Context: an optimization exercise on an open-source flow, tuned for small area, a short achievable clock period and few clock cycles per item. The choices shown serve that exercise and are no tape-out recipe. Function was checked by simulation only, so behaviour that the tests miss may differ from the original. Power is estimated from default activity; no workload was simulated.

Design sc_reduce, start of the top module:
module sc_reduce (
    input  wire         clk,
    input  wire         rst,
    input  wire         in_valid,
    output wire         in_ready,
    input  wire [255:0] in_data,
    output wire         out_valid,
    input  wire         out_ready,
    output wire [255:0] out_data
);
Size: ~3000 cells after synthesis, roughly 260 flip-flops, ~20000 µm² of cells after synthesis.
clock: 10.0 ns
lec_check: 0
abc_area: 1
cap_margin: 20
core_margin: 2
core_utilization: 40
cts_cluster_diameter: 90
cts_cluster_size: 20
setup_slack_margin: 5
slew_margin: 20
synth_hierarchical: 1
tns_end_percent: 0
standard.sh (not shown) runs the stock make flow with config.mk's settings and CLKGATE_MAP_FILE= SYNTH_SCRIPT=/design/flow/synth_recipe.tcl, a recipe that flattens the netlist after the stock synthesis.
==> flow/flow/run.sh <==
#!/bin/bash
# Layout flow: the standard layout (standard.sh), with two changes:
#  - synthesis without the full/half-adder extraction (ADDER_MAP_FILE empty),
#    so ABC maps the hand-built prefix adder itself;
#  - port buffers are buf_1 cells.
# Every register, its name and cell type are those of the standard synthesis.
set -euo pipefail
bash standard.sh ADDER_MAP_FILE= \
  'BUFFER_PORTS_ARGS=-buffer_cell sky130_fd_sc_hd__buf_1' \
  finish > flow_make.log 2>&1
The first run ran to the end with no violations.
Testbench counts at the start, summed over its fixed seeds: cycles 1,608, values 1,600.
Next try:
Settings changed: TNS_END_PERCENT 0 to not set.
Outcome: The changed run completed without violations; die area is unchanged; global-route usage hardly moves; cell count does not change; area after synthesis does not change; maximum frequency went up by about 1.8%; core utilization hardly moves; sequential share of layout area stays flat.
Next try:
Settings changed: CTS_CLUSTER_DIAMETER 90 to not set, CTS_CLUSTER_SIZE 20 to not set.
Result:
- The new run went through all stages and came out clean
- clock-buffer cell count is higher by 11
- utilization is higher by 0.69 points
- area after synthesis stays the same
- clock skew hardly moves
- sequential share of layout area is lower by 0.42 points
- sequential cell count is unchanged

sc_reduce again, from the RTL that the note above started with.
export LEC_CHECK = 0
export ABC_AREA = 1
export CAP_MARGIN = 20
export CORE_MARGIN = 2
export CORE_UTILIZATION = 40
export PLACE_DENSITY = 0.75
export SETUP_SLACK_MARGIN = 5
export SLEW_MARGIN = 20
export SYNTH_HIERARCHICAL = 1
create_clock -name core_clock -period 10.0 [get_ports {clk}]
Scripts as last shown in full above: flow/flow/run.sh
Testbench counts at the start, summed over its fixed seeds: cycles 1,608, values 1,600.
Edit:
--- a/flow/config.mk
+++ b/flow/config.mk
@@ -11,3 +11,4 @@
 export CORE_UTILIZATION = 40
-export PLACE_DENSITY = 0.75
+export CTS_CLUSTER_DIAMETER = 110
+export CTS_CLUSTER_SIZE = 26
 export SETUP_SLACK_MARGIN = 5
The changed run completed without violations. Hold slack is better by 0.0079 ns. Combinational power hardly moves. Area after synthesis stays the same. Design area decreases by 2.5%. Via count decreases by 2.4%. Sequential power barely changes.
Edit:
==> flow/flow/run.sh (replaced) <==
#!/bin/bash
# Layout flow: the standard layout (standard.sh), with these changes:
#  - synthesis without the full/half-adder extraction (ADDER_MAP_FILE empty),
#    so ABC maps the hand-built prefix adder itself;
#  - port buffers are buf_1 cells;
set -euo pipefail
bash standard.sh ADDER_MAP_FILE= \
  'BUFFER_PORTS_ARGS=-buffer_cell sky130_fd_sc_hd__buf_1' \
  SETUP_SLACK_MARGIN=5.6 \
  finish > flow_make.log 2>&1
--- a/flow/config.mk
+++ b/flow/config.mk
@@ -11,6 +11,4 @@
 export CORE_UTILIZATION = 40
-export CTS_CLUSTER_DIAMETER = 110
-export CTS_CLUSTER_SIZE = 26
-export SETUP_SLACK_MARGIN = 5
 export SLEW_MARGIN = 20
 export SYNTH_HIERARCHICAL = 1
+export TNS_END_PERCENT = 0
Combinational power is higher by about 8%.
Cell area rises by 11%.
Maximum frequency came out higher by 5.9%.
Clock-buffer cell count climbs by 17.
Wire length climbs by 7.9%.
Via count climbs by 3.7%.
Core utilization grows by 5.0 points.
Total power climbs by 20%.
Synthesized cell count does not change.
Critical path depth went down by 18.
Edit:
--- a/flow/flow/run.sh
+++ b/flow/flow/run.sh
@@ -8,3 +8,3 @@
   'BUFFER_PORTS_ARGS=-buffer_cell sky130_fd_sc_hd__buf_1' \
-  SETUP_SLACK_MARGIN=5.6 \
+  SETUP_SLACK_MARGIN=5.4 \
   finish > flow_make.log 2>&1
Design area falls by a few percent.
Worst hold slack got worse by 0.020 ns.
Power drops by a few percent.
Routed wire length falls by a few percent.
Fmax went up slightly.

Setup of v44:
Another version of the RTL of sc_reduce (not shown whole).
For scale: about 3000 cells after synthesis, ~260 flip-flops, about 520 I/O pins.
clock: 10.0 ns
lec_check: 0
abc_area: 1
cap_margin: 20
core_margin: 2
core_utilization: 60
cts_buf_list: sky130_fd_sc_hd__clkbuf_4 sky130_fd_sc_hd__clkbuf_8
setup_slack_margin: 5
slew_margin: 20
synth_hierarchical: 1
==> flow/flow/run.sh <==
#!/bin/bash
# Layout flow: the standard layout (standard.sh), with two changes:
#  - synthesis without the full/half-adder extraction (ADDER_MAP_FILE empty),
#    so ABC maps the hand-built prefix adder itself;
#  - port buffers are buf_1 cells.
# Every register, its name and cell type are those of the standard synthesis.
set -euo pipefail
bash standard.sh ADDER_MAP_FILE= \
  'BUFFER_PORTS_ARGS=-buffer_cell sky130_fd_sc_hd__buf_1' \
  finish > flow_make.log 2>&1
v44 completed end to end with timing, DRC and antenna clean.
Testbench counts of v44, summed over its fixed seeds: cycles 1,608, values 1,600.
What v31 does differently from v44 at the input level:
Settings: CORE_UTILIZATION changed from 60 to 40; CTS_BUF_LIST removed (was sky130_fd_sc_hd__clkbuf_4 sky130_fd_sc_hd__clkbuf_8).
Findings:
- Comparing v31 and v44, final period demand of the worst path is higher on v44.
- v44 → v31: sequential share of layout area went down, worst reg2reg path depth went down, share of the clock period used by the worst path went down, register-to-register slack went up.
- v31 reached the end of the flow, and the finished layout is clean on the timing, design-rule and antenna checks.
- The total global routing overflow of v31 and that of v44 are within noise of each other.
- Measured against each other, v31 and v44 differ in critical path arrival, the higher figure coming from v44.
- Going from v44 to v31, the design area was found to have gone up by 190 um^2.
- v31 vs v44 — final worst setup slack rose 0.070 ns.
- v31 against v44: via count of the routed design decreased 1283; vertical extent of the die increased about 22%.
Edits applied to the flow inputs when going from v31 to v15:
Settings: removing SETUP_SLACK_MARGIN (formerly 5).
==> flow/flow/run.sh <==
#!/bin/bash
# Layout flow: the standard layout (standard.sh), with these changes:
#  - synthesis without the full/half-adder extraction (ADDER_MAP_FILE empty),
#    so ABC maps the hand-built prefix adder itself;
#  - port buffers are buf_1 cells;
set -euo pipefail
bash standard.sh ADDER_MAP_FILE= \
  'BUFFER_PORTS_ARGS=-buffer_cell sky130_fd_sc_hd__buf_1' \
  SETUP_SLACK_MARGIN=5.6 \
  finish > flow_make.log 2>&1
## What came out
- Per the final summary, v15 finished and its layout is clean on timing, DRC and antenna.
- v31 went all the way through the flow, and no timing, DRC or antenna check failed.
- Diff v31 -> v15: first-pass GRT wire length increased about 9%; largest buffer count on any clock path essentially unchanged; final core area utilization increased 12 points; average vias per placed instance increased 4.7%.

sc_reduce, a different RTL version from the one above (not shown whole).
Size: about 3,000 cells after synthesis, ~260 flip-flops, ~520 I/O pins, roughly 0.021 mm2 of cells after synthesis.
==> flow/design.v (excerpt) <==
module sc_reduce (
    input  wire         clk,
    input  wire         rst,
    input  wire         in_valid,
    output wire         in_ready,
    input  wire [255:0] in_data,
    output wire         out_valid,
    input  wire         out_ready,
    output wire [255:0] out_data
);
Settings: LEC_CHECK=0, ABC_AREA=1, CAP_MARGIN=20, CORE_MARGIN=2, CORE_UTILIZATION=40, SETUP_SLACK_MARGIN=5, SLEW_MARGIN=20; clock period 10.0 ns.
==> flow/flow/run.sh <==
#!/bin/bash
# Layout flow: the standard layout (standard.sh), with two changes:
#  - synthesis without the full/half-adder extraction (ADDER_MAP_FILE empty),
#    so ABC maps the hand-built prefix adder itself;
#  - port buffers are buf_1 cells.
# Every register, its name and cell type are those of the standard synthesis.
set -euo pipefail
bash standard.sh ADDER_MAP_FILE= \
  'BUFFER_PORTS_ARGS=-buffer_cell sky130_fd_sc_hd__buf_1' \
  finish > flow_make.log 2>&1
The baseline completed without violations.
Testbench counts at the start, summed over its fixed seeds: cycles 1,608, values 1,600.
Then changed:
SETUP_SLACK_MARGIN = default   (was 5)
Area after synthesis is unchanged.
Worst hold slack is worse by 0.064 ns.
Power falls by 2.8%.
Non-clock buffer count decreases by 27.
Sequential share of layout area climbs by 1.3 points.
Maximum frequency goes down by 33%.
Synthesized cell count is unchanged.
Routed wire length shrinks by 3.8%.

JK:
Another version of the RTL of sc_reduce (not shown whole).
Size in the first run: ~2,800 cells after synthesis, ~260 flip-flops.
clock: 10.0 ns
lec_check: 0
abc_area: 1
cap_margin: 20
core_margin: 2
core_utilization: 40
cts_cluster_diameter: 90
cts_cluster_size: 20
slew_margin: 20
synth_hierarchical: 1
==> flow/flow/run.sh <==
#!/bin/bash
# Layout flow: the standard layout (standard.sh), with these changes:
#  - synthesis without the full/half-adder extraction (ADDER_MAP_FILE empty),
#    so ABC maps the hand-built prefix adder itself;
#  - port buffers are buf_1 cells;
set -euo pipefail
bash standard.sh ADDER_MAP_FILE= \
  'BUFFER_PORTS_ARGS=-buffer_cell sky130_fd_sc_hd__buf_1' \
  SETUP_SLACK_MARGIN=5.3 \
  finish > flow_make.log 2>&1
Testbench counts of JK, summed over its fixed seeds: cycles 1,608, values 1,600.
> inputs changed (JK -> MS)
- SETUP_SLACK_MARGIN newly set to 5
--- a/flow/flow/run.sh
+++ b/flow/flow/run.sh
@@ -2 +2 @@
-# Layout flow: the standard layout (standard.sh), with these changes:
+# Layout flow: the standard layout (standard.sh), with two changes:
@@ -5 +5,2 @@
-#  - port buffers are buf_1 cells;
+#  - port buffers are buf_1 cells.
+# Every register, its name and cell type are those of the standard synthesis.
@@ -9 +9,0 @@
-  SETUP_SLACK_MARGIN=5.3 \
Findings:
Summary of MS over JK: area after synthesis now sits at about the same level; number of buffers inserted by post-CTS setup repair decreased 15; count of cells resized by post-cts repair went down by 78%.
MS ends up with a relative contribution of the clock network to total power that is 0.2 points higher than in JK.
JK → MS: fraction of final layout cells sized beyond drive strength 1 saw a decrease, via count of the first global-routing pass saw a decrease, count of buffers not belonging to the clock network in the layout saw a decrease, routed wire length saw a decrease.
Signed area change from the synthesized netlist to the final layout ends up higher on JK.
The standard cells in MS occupy less silicon area than those in JK do.
Summary: with JK as the reference, pin count of the biggest net entering global routing in MS moved up by a few percent.

Another version of the RTL of sc_reduce (not shown whole).
Size in the first run: about 250 flip-flops, ~31000 sq um of cells after synthesis.
Settings: LEC_CHECK=0, CAP_MARGIN=20, CORE_MARGIN=2, CORE_UTILIZATION=40, SLEW_MARGIN=20; clock period 10.0 ns.
run.sh (not shown) runs the stock make flow with config.mk's settings and CLKGATE_MAP_FILE= SYNTH_SCRIPT=/design/flow/synth_recipe.tcl, a recipe that flattens the netlist after the stock synthesis.
Stock flow here: none of the scripts above is used.
Testbench counts at the start, summed over its fixed seeds: cycles 1,608, values 1,600.
==> next run, changes <==
--- a/flow/config.mk
+++ b/flow/config.mk
@@ -6,4 +6,5 @@
 export NUM_CORES = 4
 export LEC_CHECK = 0
+export ABC_CLOCK_PERIOD_IN_PS = 2200
 export CAP_MARGIN = 20
 export CORE_MARGIN = 2
The new run produced a clean layout. Worst hold slack is unchanged. Via count does not change. Global-route usage is unchanged. Die area is unchanged. Final area does not change. Routed wire length is unchanged. Worst setup slack stays the same. Core utilization stays the same. Non-clock buffer count stays the same. Count of clock-buffer cells in the layout does not change. Clock power stays flat.

separate check: timing with driven ports:
How much do the figures lean on ideal ports? The routed layouts below were timed once more, with nothing changed but the port constraints.
Step 1: set_driving_cell puts a clkbuf_16 on clk and a buf_2 on each other input, an assumption about the parent block.
Step 2, shift: input delay + t, output delay - t, t = (earliest + latest rising clock arrival at the registers) / 2. This alone moves slack from input paths to output paths.
a / b / c = ideal / step 1 / step 2; a / b = the first two.
run	t, ns	setup slack, ns	clock arrival spread, ns
the first run of note 1	0.586	5.077 / 5.063 / 4.477	0.016 / 0.016
the second run of note 1	0.586	5.166 / 5.108 / 4.537	0.016 / 0.016
the third run of note 1	0.637	5.135 / 5.119 / 4.483	0.018 / 0.017
the first run of note 2	0.645	5.164 / 5.118 / 4.520	0.026 / 0.025
the second run of note 2	0.578	5.117 / 5.092 / 4.522	0.023 / 0.022
the third run of note 2	0.655	5.389 / 5.297 / 4.736	0.028 / 0.028
the fourth run of note 2	0.631	5.410 / 5.350 / 4.796	0.026 / 0.026
v44	0.635	5.047 / 4.997 / 4.519	0.023 / 0.023
v31	0.605	5.117 / 5.024 / 4.659	0.022 / 0.022
v15	0.642	5.339 / 5.294 / 4.653	0.022 / 0.022
the first run of note 4	0.603	5.140 / 5.080 / 4.476	0.019 / 0.019
the second run of note 4	0.603	2.728 / 2.736 / 2.133	0.014 / 0.014
JK	0.595	5.160 / 5.131 / 4.736	0.023 / 0.023
MS	0.595	5.112 / 5.072 / 4.597	0.025 / 0.025
the first run of note 6	0.625	0.658 / 0.635 / 0.009	0.032 / 0.031
the second run of note 6	0.625	0.658 / 0.635 / 0.009	0.032 / 0.031
After both steps every run listed still meets setup and hold. The setup slack of v15, which loses most, moves by -0.045 ns with the drivers and by -0.686 ns with both steps.
